This design comes from an exercise in tuning for small area and a short achievable clock period on the open sky130 flow, not from production work. Function was checked by simulation only, so behaviour that the tests miss may differ from the original.

==> flow/design.v <==
module dse_debounce #(
    parameter W = 16
) (
    input  wire         clk,
    input  wire         rst,
    input  wire         fine,
    input  wire         pin_n,      
    output wire         done,
    output wire [W-1:0] dur
);
    reg         pressed;
    reg         released;
    reg [W-1:0] held;
    wire         active     = ~pin_n;
    wire [W-1:0] held_inc   = (&held) ? held : held + 1'b1;
    wire         n_pressed  = active ? 1'b1 : pressed;
    wire         n_released = (!active && held != 0) ? 1'b1 : released;
    wire [W-1:0] n_held     = active ? held_inc : held;
    wire         complete   = n_pressed & n_released;
    assign done = fine & complete;
    assign dur  = n_held;
    always @(posedge clk) begin
        if (rst) begin
            pressed  <= 1'b0;
            released <= 1'b0;
            held     <= {W{1'b0}};
        end else if (fine) begin
            if (complete) begin
                pressed  <= 1'b0;
                released <= 1'b0;
                held     <= {W{1'b0}};
            end else begin
                pressed  <= n_pressed;
                released <= n_released;
                held     <= n_held;
            end
        end
    end
endmodule
module dse_compensate #(
    parameter signed [15:0] TRIM_CENTI = 16'sd0
) (
    input  wire        [19:0] raw,    
    input  wire        [15:0] t1,     
    input  wire signed [15:0] t2,
    input  wire signed [15:0] t3,
    output wire signed [15:0] temp
);
    wire signed [39:0] raw_s = {20'd0, raw};
    wire signed [39:0] t1_s  = {24'd0, t1};
    wire signed [39:0] t2_s  = {{24{t2[15]}}, t2};
    wire signed [39:0] t3_s  = {{24{t3[15]}}, t3};
    wire signed [39:0] a     = (raw_s >>> 3) - (t1_s <<< 1);
    wire signed [39:0] p1    = a * t2_s;
    wire signed [39:0] var1  = p1 >>> 11;
    wire signed [39:0] d     = (raw_s >>> 4) - t1_s;
    wire signed [39:0] dd    = (d * d) >>> 12;
    wire signed [39:0] p2    = dd * t3_s;
    wire signed [39:0] var2  = p2 >>> 14;
    wire signed [39:0] tfine = var1 + var2;
    wire signed [39:0] tc    = (tfine * 40'sd5 + 40'sd128) >>> 8;
    wire signed [39:0] tt    = tc + {{24{TRIM_CENTI[15]}}, TRIM_CENTI};
    assign temp = (tt < -40'sd4000) ? -16'sd4000 :
                  (tt >  40'sd8500) ?  16'sd8500 : tt[15:0];
endmodule
module dse_core (
    input  wire        clk,
    input  wire        rst,             
    input  wire        fine,            
    input  wire        coarse,          
    input  wire        sec,             
    input  wire        btnA_n,          
    input  wire        btnB_n,          
    input  wire        srst,            
    input  wire        bus_evt,         
    input  wire        bus_nack,
    input  wire        bus_data_ready,  
    input  wire        bus_stop,        
    input  wire [7:0]  bus_rdata,
    output wire [1:0]  mode_o,
    output wire        disp_req,
    output wire [4:0]  hours_o,
    output wire [5:0]  minutes_o,
    output wire [5:0]  seconds_o,
    output wire [15:0] avg_temp,
    output wire        avg_valid,
    output wire        sensor_fault,
    output wire [3:0]  sensor_state,
    output wire        cmd_valid,
    output wire [2:0]  cmd_kind,
    output wire [6:0]  cmd_addr,
    output wire [7:0]  cmd_data
);
    localparam integer HELD_W          = 16;
    localparam [6:0]   SLAVE_ADDR      = 7'h76;
    localparam [7:0]   REG_CALIB       = 8'h88;
    localparam [7:0]   REG_CTRL_MEAS   = 8'hF4;
    localparam [7:0]   CTRL_MEAS_VALUE = 8'h21;
    localparam [7:0]   REG_STATUS      = 8'hF3;
    localparam [7:0]   REG_TEMP        = 8'hFA;
    localparam [7:0]   READY_MASK      = 8'h01;
    localparam         READY_WHEN_SET  = 1'b1;
    localparam integer IDLE_TIMEOUT    = 300;
    localparam [1:0] M_TEMP = 2'd0, M_CLOCK = 2'd1, M_EHOUR = 2'd2, M_EMIN = 2'd3;
    localparam [3:0] PS_READ_CAL   = 4'd0,
                     PS_WRITE_CAL  = 4'd1,
                     PS_CFG_DONE   = 4'd2,
                     PS_STAT_CFG   = 4'd3,
                     PS_STATUS     = 4'd4,
                     PS_WAIT_MEAS  = 4'd5,
                     PS_START_READ = 4'd6,
                     PS_READING    = 4'd7,
                     PS_ERROR      = 4'd8;
    localparam [2:0] K_SEND_SINGLE = 3'b000,
                     K_SEND_START  = 3'b001,
                     K_SEND_FINISH = 3'b011,
                     K_RECV_SINGLE = 3'b100,
                     K_RECV_START  = 3'b101,
                     K_RECV_CONT   = 3'b110,
                     K_RECV_FINISH = 3'b111;
    wire              doneA, doneB;
    wire [HELD_W-1:0] durA, durB;
    dse_debounce #(.W(HELD_W)) u_dbA (
        .clk(clk), .rst(rst), .fine(fine), .pin_n(btnA_n), .done(doneA), .dur(durA));
    dse_debounce #(.W(HELD_W)) u_dbB (
        .clk(clk), .rst(rst), .fine(fine), .pin_n(btnB_n), .done(doneB), .dur(durB));
    reg [1:0] mode;
    reg [8:0] idle_cnt;
    wire durA_1_50   = (durA >= 1) && (durA <= 50);
    wire durA_1_90   = (durA >= 1) && (durA <= 90);
    wire durA_100_300 = (durA >= 100) && (durA <= 300);
    always @(posedge clk) begin
        if (rst) begin
            mode     <= M_TEMP;
            idle_cnt <= 9'd0;
        end else if (fine) begin
            if (mode == M_CLOCK) begin
                if (idle_cnt + 9'd1 == IDLE_TIMEOUT) begin
                    mode     <= M_TEMP;
                    idle_cnt <= 9'd0;
                end else begin
                    idle_cnt <= idle_cnt + 9'd1;
                end
            end else if (doneA) begin
                case (mode)
                    M_TEMP: begin
                        if (durA_1_90)         mode <= M_CLOCK;
                        else if (durA_100_300) mode <= M_EHOUR;
                    end
                    M_EHOUR: if (durA_1_50) mode <= M_EMIN;
                    M_EMIN:  if (durA_1_50) mode <= M_TEMP;
                    default: ;
                endcase
            end
        end
    end
    reg [4:0] hh;
    reg [5:0] mm, ss;
    reg [4:0] hh1;
    reg [5:0] mm1, ss1;
    always @(*) begin
        hh1 = hh; mm1 = mm; ss1 = ss;
        if (sec) begin
            if (ss == 6'd59) begin
                ss1 = 6'd0;
                if (mm == 6'd59) begin
                    mm1 = 6'd0;
                    hh1 = (hh == 5'd23) ? 5'd0 : hh + 5'd1;
                end else begin
                    mm1 = mm + 6'd1;
                end
            end else begin
                ss1 = ss + 6'd1;
            end
        end
    end
    wire inc_b = fine && doneB && (durB >= 1) && (durB <= 50);
    always @(posedge clk) begin
        if (rst) begin
            hh <= 5'd0;
            mm <= 6'd0;
            ss <= 6'd0;
        end else begin
            hh <= hh1;
            mm <= mm1;
            ss <= ss1;
            if (inc_b && mode == M_EHOUR)
                hh <= (hh1 == 5'd23) ? 5'd0 : hh1 + 5'd1;
            if (inc_b && mode == M_EMIN)
                mm <= (mm1 == 6'd59) ? 6'd0 : mm1 + 6'd1;
        end
    end
    reg  [3:0]  ps;
    reg  [2:0]  byte_idx;
    reg  [2:0]  burst_cnt;
    reg  [7:0]  scratch [0:5];
    reg  [15:0] cal_t1;
    reg  [15:0] cal_t2;
    reg  [15:0] cal_t3;
    reg         cal_valid;
    reg         cmd_v;
    reg  [2:0]  cmd_k;
    reg  [7:0]  cmd_d;
    wire ps_waiting = (ps == PS_WRITE_CAL) || (ps == PS_STAT_CFG) || (ps == PS_STATUS) ||
                      (ps == PS_WAIT_MEAS) || (ps == PS_START_READ) || (ps == PS_READING);
    wire ps_idle    = (ps == PS_READ_CAL) || (ps == PS_CFG_DONE);
    wire ev_srst   = srst;
    wire ev_nack   = !srst && bus_evt && bus_nack && (ps != PS_ERROR);
    wire ev_bus    = !srst && bus_evt && !bus_nack && ps_waiting;
    wire ev_coarse = coarse && ps_idle;    
    wire status_ready = READY_WHEN_SET ? ((bus_rdata & READY_MASK) != 8'd0)
                                       : ((bus_rdata & READY_MASK) == 8'd0);
    wire        sample_valid = ev_bus && (ps == PS_READING) && (byte_idx != 3'd0);
    wire [19:0] raw_code     = {scratch[0], bus_rdata, 4'b0000};
    wire signed [15:0] sample;
    dse_compensate u_comp (
        .raw(raw_code), .t1(cal_t1), .t2(cal_t2), .t3(cal_t3), .temp(sample));
    integer i;
    always @(posedge clk) begin
        if (rst) begin
            ps        <= PS_READ_CAL;
            byte_idx  <= 3'd0;
            burst_cnt <= 3'd0;
            for (i = 0; i < 6; i = i + 1)
                scratch[i] <= 8'd0;
            cal_t1    <= 16'd0;
            cal_t2    <= 16'd0;
            cal_t3    <= 16'd0;
            cal_valid <= 1'b0;
            cmd_v     <= 1'b0;
            cmd_k     <= 3'd0;
            cmd_d     <= 8'd0;
        end else begin
            cmd_v <= 1'b0;
            cmd_k <= 3'd0;
            cmd_d <= 8'd0;
            if (ev_srst) begin
                ps        <= cal_valid ? PS_CFG_DONE : PS_READ_CAL;
                byte_idx  <= 3'd0;
                burst_cnt <= 3'd0;
            end else if (ev_nack) begin
                ps <= PS_ERROR;
            end else if (ev_bus) begin
                case (ps)
                    PS_WRITE_CAL: begin
                        if (burst_cnt == 3'd0) begin
                            cmd_v <= 1'b1; cmd_k <= K_RECV_START; cmd_d <= 8'd0;
                            burst_cnt <= 3'd1;
                        end else begin
                            scratch[byte_idx] <= bus_rdata;
                            if (byte_idx == 3'd5) begin
                                cal_t1    <= {scratch[1], scratch[0]};
                                cal_t2    <= {scratch[3], scratch[2]};
                                cal_t3    <= {bus_rdata, scratch[4]};
                                cal_valid <= 1'b1;
                                ps        <= PS_CFG_DONE;
                                byte_idx  <= 3'd0;
                                burst_cnt <= 3'd0;
                            end else begin
                                byte_idx  <= byte_idx + 3'd1;
                                burst_cnt <= burst_cnt + 3'd1;
                                cmd_v <= 1'b1;
                                cmd_k <= (byte_idx == 3'd4) ? K_RECV_FINISH : K_RECV_CONT;
                                cmd_d <= 8'd0;
                            end
                        end
                    end
                    PS_STAT_CFG: begin
                        cmd_v <= 1'b1; cmd_k <= K_SEND_FINISH; cmd_d <= CTRL_MEAS_VALUE;
                        ps <= PS_STATUS;
                    end
                    PS_STATUS: begin
                        cmd_v <= 1'b1; cmd_k <= K_SEND_SINGLE; cmd_d <= REG_STATUS;
                        ps <= PS_WAIT_MEAS;
                        burst_cnt <= 3'd0;
                    end
                    PS_WAIT_MEAS: begin
                        if (burst_cnt == 3'd0) begin
                            cmd_v <= 1'b1; cmd_k <= K_RECV_SINGLE; cmd_d <= 8'd0;
                            burst_cnt <= 3'd1;
                        end else if (status_ready) begin
                            cmd_v <= 1'b1; cmd_k <= K_SEND_SINGLE; cmd_d <= REG_TEMP;
                            ps <= PS_START_READ;
                            burst_cnt <= 3'd0;
                        end else begin
                            cmd_v <= 1'b1; cmd_k <= K_SEND_SINGLE; cmd_d <= REG_STATUS;
                            burst_cnt <= 3'd0;
                        end
                    end
                    PS_START_READ: begin
                        cmd_v <= 1'b1; cmd_k <= K_RECV_START; cmd_d <= 8'd0;
                        ps <= PS_READING;
                        byte_idx  <= 3'd0;
                        burst_cnt <= 3'd1;
                    end
                    PS_READING: begin
                        scratch[byte_idx] <= bus_rdata;
                        if (byte_idx == 3'd0) begin
                            cmd_v <= 1'b1; cmd_k <= K_RECV_FINISH; cmd_d <= 8'd0;
                            byte_idx  <= 3'd1;
                            burst_cnt <= 3'd2;
                        end else begin
                            ps        <= PS_CFG_DONE;
                            byte_idx  <= 3'd0;
                            burst_cnt <= 3'd0;
                        end
                    end
                    default: ;
                endcase
            end else if (ev_coarse) begin
                if (ps == PS_READ_CAL) begin
                    cmd_v <= 1'b1; cmd_k <= K_SEND_SINGLE; cmd_d <= REG_CALIB;
                    ps <= PS_WRITE_CAL;
                end else begin
                    cmd_v <= 1'b1; cmd_k <= K_SEND_START; cmd_d <= REG_CTRL_MEAS;
                    ps <= PS_STAT_CFG;
                end
                byte_idx  <= 3'd0;
                burst_cnt <= 3'd0;
            end
        end
    end
    reg signed [15:0] win [0:9];
    reg        [3:0]  count;
    reg signed [15:0] avg;
    reg               avg_v;
    reg signed [19:0] win_sum;
    integer j;
    always @(*) begin
        win_sum = 20'sd0;
        for (j = 0; j < 10; j = j + 1)
            win_sum = win_sum + ((count == j) ? {{4{sample[15]}}, sample}
                                              : {{4{win[j][15]}}, win[j]});
    end
    wire signed [19:0] win_mean = win_sum / 20'sd10;    
    always @(posedge clk) begin
        if (rst) begin
            for (i = 0; i < 10; i = i + 1)
                win[i] <= 16'sd0;
            count <= 4'd0;
            avg   <= 16'sd0;
            avg_v <= 1'b0;
        end else if (sample_valid) begin
            win[count] <= sample;
            if (count == 4'd9) begin
                avg   <= win_mean[15:0];
                avg_v <= 1'b1;
                count <= 4'd0;
            end else begin
                count <= count + 4'd1;
            end
        end
    end
    assign mode_o       = mode;
    assign disp_req     = (mode != M_TEMP);
    assign hours_o      = hh;
    assign minutes_o    = mm;
    assign seconds_o    = ss;
    assign avg_temp     = avg;
    assign avg_valid    = avg_v;
    assign sensor_fault = (ps == PS_ERROR);
    assign sensor_state = ps;
    assign cmd_valid    = cmd_v;
    assign cmd_kind     = cmd_k;
    assign cmd_addr     = cmd_v ? SLAVE_ADDR : 7'd0;
    assign cmd_data     = cmd_d;
endmodule
==> flow/run.sh <==
#!/bin/bash
# synth_recipe.tcl (not shown) runs the flow's synth.tcl, then flattens the netlist and writes it again
# the make line also repeats each setting of config.mk as NAME=value (left out here)
make -C /OpenROAD-flow-scripts/flow DESIGN_CONFIG=/design/flow/config.mk WORK_HOME=/design/flow/orfs CLKGATE_MAP_FILE= SYNTH_SCRIPT=/design/flow/synth_recipe.tcl finish
==> flow/config.mk <==
export PLATFORM = sky130hd
export DESIGN_NAME = dse_core
export DESIGN_NICKNAME = dse_core
export VERILOG_FILES = /design/flow/design.v
export SDC_FILE = /design/flow/constraint.sdc
export NUM_CORES = 4
export LEC_CHECK = 0
export CAP_MARGIN = 20
export CORE_MARGIN = 2
export CORE_UTILIZATION = 40
export SLEW_MARGIN = 20
==> flow/constraint.sdc <==
create_clock -name core_clock -period 45.0 [get_ports {clk}]
set_input_delay 9.0000 -clock core_clock [delete_from_list [all_inputs] [get_ports {clk}]]
set_output_delay 9.0000 -clock core_clock [all_outputs]
set_load 0.01 [all_outputs]
==> results.py <==
metrics = {
    "outcome": {
        "status": "timing/DRC/antenna clean",
    },
    "final_layout": {
        "final_core_util": 0.442,
        "instances_no_fill": 8710,
        "drive_above_1_share": 0.0710,
        "final_cell_area_mm2": 0.0651,
        "syn_to_final_growth_pct": 9.89,
        "final_nets": 8216,
    },
    "logic_synthesis": {
        "synth_area_mm2": 0.0592,
        "synth_top_cell_by_area": "fa_1",
        "syn-instance-count": 6705,
        "seq_area_frac_synth": 0.154,
        "synth_warnings": 2,
        "synth_seq_cells": 355,
        "yosys-top-cells-area": "fa_1 (35%), edfxtp_1 (10%), ha_1 (8.9%)",
        "synthArstFlopShare": 0,
        "yosysMostFrequentCell": "inv_1",
        "synth-main-ff-cell": "edfxtp_1",
        "synth-edff-count": 200,
        "synth_top_area_frac": 0.347,
        "avgSynthCellArea_um2": 8.83,
        "synth_common_cells": "inv_1 (1267), fa_1 (1027), nand2_1 (763)",
        "ys_types": 118,
    },
    "global_route": {
        "grt_pass1_vias": 46600,
        "grtUsageTotal": 0.201,
        "grt_pass1_wl_mm": 246,
        "grt_antenna_before_repair": 10,
        "overflow": 0,
        "grt_max_degree": 72,
    },
    "critical_path": {
        "slowest_stage": "fa_2",
        "crit_start": "bus_rdata[1]",
        "critical_path.endpoint_type": "flop",
        "crit_fanout": 16,
        "reg2reg_from": "cal_t1[1]$_SDFFE_PP0P_",
        "worst_ep_required_time_ns": 45.45,
        "cp_top_family": "compound AO/OA/AOI/OAI gates",
        "crit_path_start_kind": "input port",
        "crit_type": "input port to flop",
        "critPathBufInv": 18,
        "cp.arrival_ns": 43.83,
        "path_common_cell": "a21o_1",
        "critical_path.max_stage_delay_ns": 0.62,
    },
    "clock_network": {
        "cts_sinks": 355,
        "cts_root_buf": "clkbuf_16",
        "ctsLongestPathBuffers": 3,
        "clk_pin_slew_worst_paths_ns": 0.06,
        "tritoncts": "yes",
        "cts_buffers": 43,
        "clk-insertion-delay-late_ns": 0.60,
        "h-tree-depth": 2,
    },
    "placed_design": {
        "dpl-instance-area_mm2": 0.0629,
        "dp_cells": 8611,
        "io_buffers": 76,
        "dpl.hpwl_mm": 119,
        "place_ws_ns": -0.782,
        "place.gp.congestion": 0.879,
    },
    "floorplan": {
        "dieArea_mm2": 0.151,
        "die_h_um": 389,
        "core_mm2": 0.147,
        "io_pins": 81,
        "rows": 141,
        "die_x_um": 389,
        "start_util": 0.402,
    },
    "detailed_routing": {
        "vias_per_cell": 5.21,
        "drt_iter0_markers": 2790,
        "postRouteAntennaNets": 0,
        "route.detailed.drc": 0,
        "via_count": 45300,
        "dr.pass1.iters": 6,
        "wl_per_cell_um": 17.1,
        "routed_wl_mm": 149,
    },
    "sta": {
        "setup_ws_ns": 1.63,
        "fin_crit_sh": 0.964,
        "drv_slew": 0,
        "max_freq_mhz": 23.1,
        "worst_hold_slack_ns": 0.450,
        "slew-limit-headroom": 0.165,
        "fin_crit_ns": 43.37,
        "setup_viol": 0,
        "worst-slew-pin-transition_ns": 1.24,
        "hold_violations": 0,
        "finalSetupTns_ns": 0,
        "fin_skew_ns": 0.0215,
    },
    "job": {
        "cap_violations": 0,
    },
    "hold_path": {
        "worstHoldStart": "avg[10]$_SDFFE_PP0P_",
        "hold_class": "flop to flop",
    },
}
worst register-to-register path: cells and delay by family (launching register included):
kind	cells	cell delay [ns]
compound gates	73	14.11
fa+ha+maj	27	11.71
simple gates	25	5.84
buf+inv	18	1.60
xor+xnor	7	1.12
flops	1	0.39
per-layer routing:
| metal | wire length, um | vias to the layer above | global-route usage |
|---|---|---|---|
| li1 | - | 21200 | - |
| met1 | 65100 | 22900 | 0.274 |
| met2 | 73200 | 1094 | 0.346 |
| met3 | 7570 | 182 | 0.0222 |
| met4 | 3100 | 12 | 0.0408 |
| met5 | 76 | - | 0 |
flip-flops by register name, summed over array words and instances, names as in the netlist, 2 cells and up:
register    cells
mode            2
scratch        40
u_dbA.held     16
hh              5
mm              6
cmd_k           3
cal_t1         16
cal_t3         16
byte_idx        3
cal_t2         16
ps              4
idle_cnt        9
ss              6
u_dbB.held     16
win           160
cmd_d           7
burst_cnt       3
avg            16
count           4
logic make-up after synthesis:
family	count (synthesis)	share of synthesized area
muxes	30	0.00568
AOI/OAI and AO/OA	927	0.101
buffers and inverters	1570	0.100
adders and majority gates	1451	0.437
xor gates and xnor gates	225	0.0335
DFF	355	0.154
and+or+nand+nor	2146	0.169
other	1	0.0000633
final timing paths:
kind	cells after the start	slack, ns	end
worst min-delay path	2	0.45	avg[10]$_SDFFE_PP0P_
worst max-delay path	150	1.63	avg[4]$_SDFFE_PP0P_
worst max register to register	150	10.09	avg[4]$_SDFFE_PP0P_
worst min register to register	2	0.45	avg[10]$_SDFFE_PP0P_
timing repair:
action,in CTS,in global routing
pin swaps,0,32
endpoints found under the hold margin,0,0
hold buffers,0,0
endpoints found under the setup margin,6,16
buffers inserted,0,21
resized for setup,13,135
cell usage in the layout (no fill, tap or decap), types with 25 or more instances in the layout:
| master | instances |
|---|---|
| nor4_1 | 25 |
| clkbuf_16 | 44 |
| dfxtp_1 | 155 |
| ha_1 | 419 |
| nor3_1 | 110 |
| xnor2_1 | 147 |
| o21ai_0 | 138 |
| nor2_1 | 578 |
| nand3_1 | 85 |
| a21oi_1 | 289 |
| a31oi_1 | 28 |
| buf_4 | 208 |
| a211oi_1 | 32 |
| inv_1 | 1266 |
| nor2b_1 | 54 |
| and2_1 | 280 |
| fa_1 | 1025 |
| o21ai_1 | 36 |
| clkdlybuf4s50_1 | 75 |
| nand2b_1 | 49 |
| edfxtp_1 | 200 |
| o21a_1 | 49 |
| and3_1 | 47 |
| xor2_1 | 56 |
| a21o_1 | 91 |
| nand2_1 | 758 |
| nand4_1 | 40 |
layout make-up:
| cell class | count | area (um^2) |
|---|---|---|
| inverters | 1276 | 4790 |
| clock inverters | 19 | 150 |
| flip-flops and latches | 355 | 9110 |
| well taps | 1930 | 2410 |
| fillers | 14400 | 82200 |
| diodes | 1 | 2.50 |
| repair buffers | 290 | 2430 |
| multi-input cells | 4781 | 45000 |
| clock buffers | 58 | 1210 |

static timing again, ports no longer ideal:
In the flow no input, the clock included, has a driving cell. The finished layout below was timed again as built, in two steps.
Step 1 assumes that a clkbuf_16 drives the clock port and a buf_2 every other input.
Step 2 also shifts input and output timing later by t, the mid clock arrival at the registers, as if the neighbouring blocks saw the same clock.
a / b / c = no drivers / after step 1 / after step 2; a / b = the first two.
shift t [ns]: 0.646
setup WS [ns]: 1.626 / 1.539 / 0.893
worst setup path after step 2: input to register
pins driven straight from the clock port: 1
After both steps this run still meets setup and hold. The setup slack of this run moves by -0.087 ns with the drivers and by -0.733 ns with both steps.
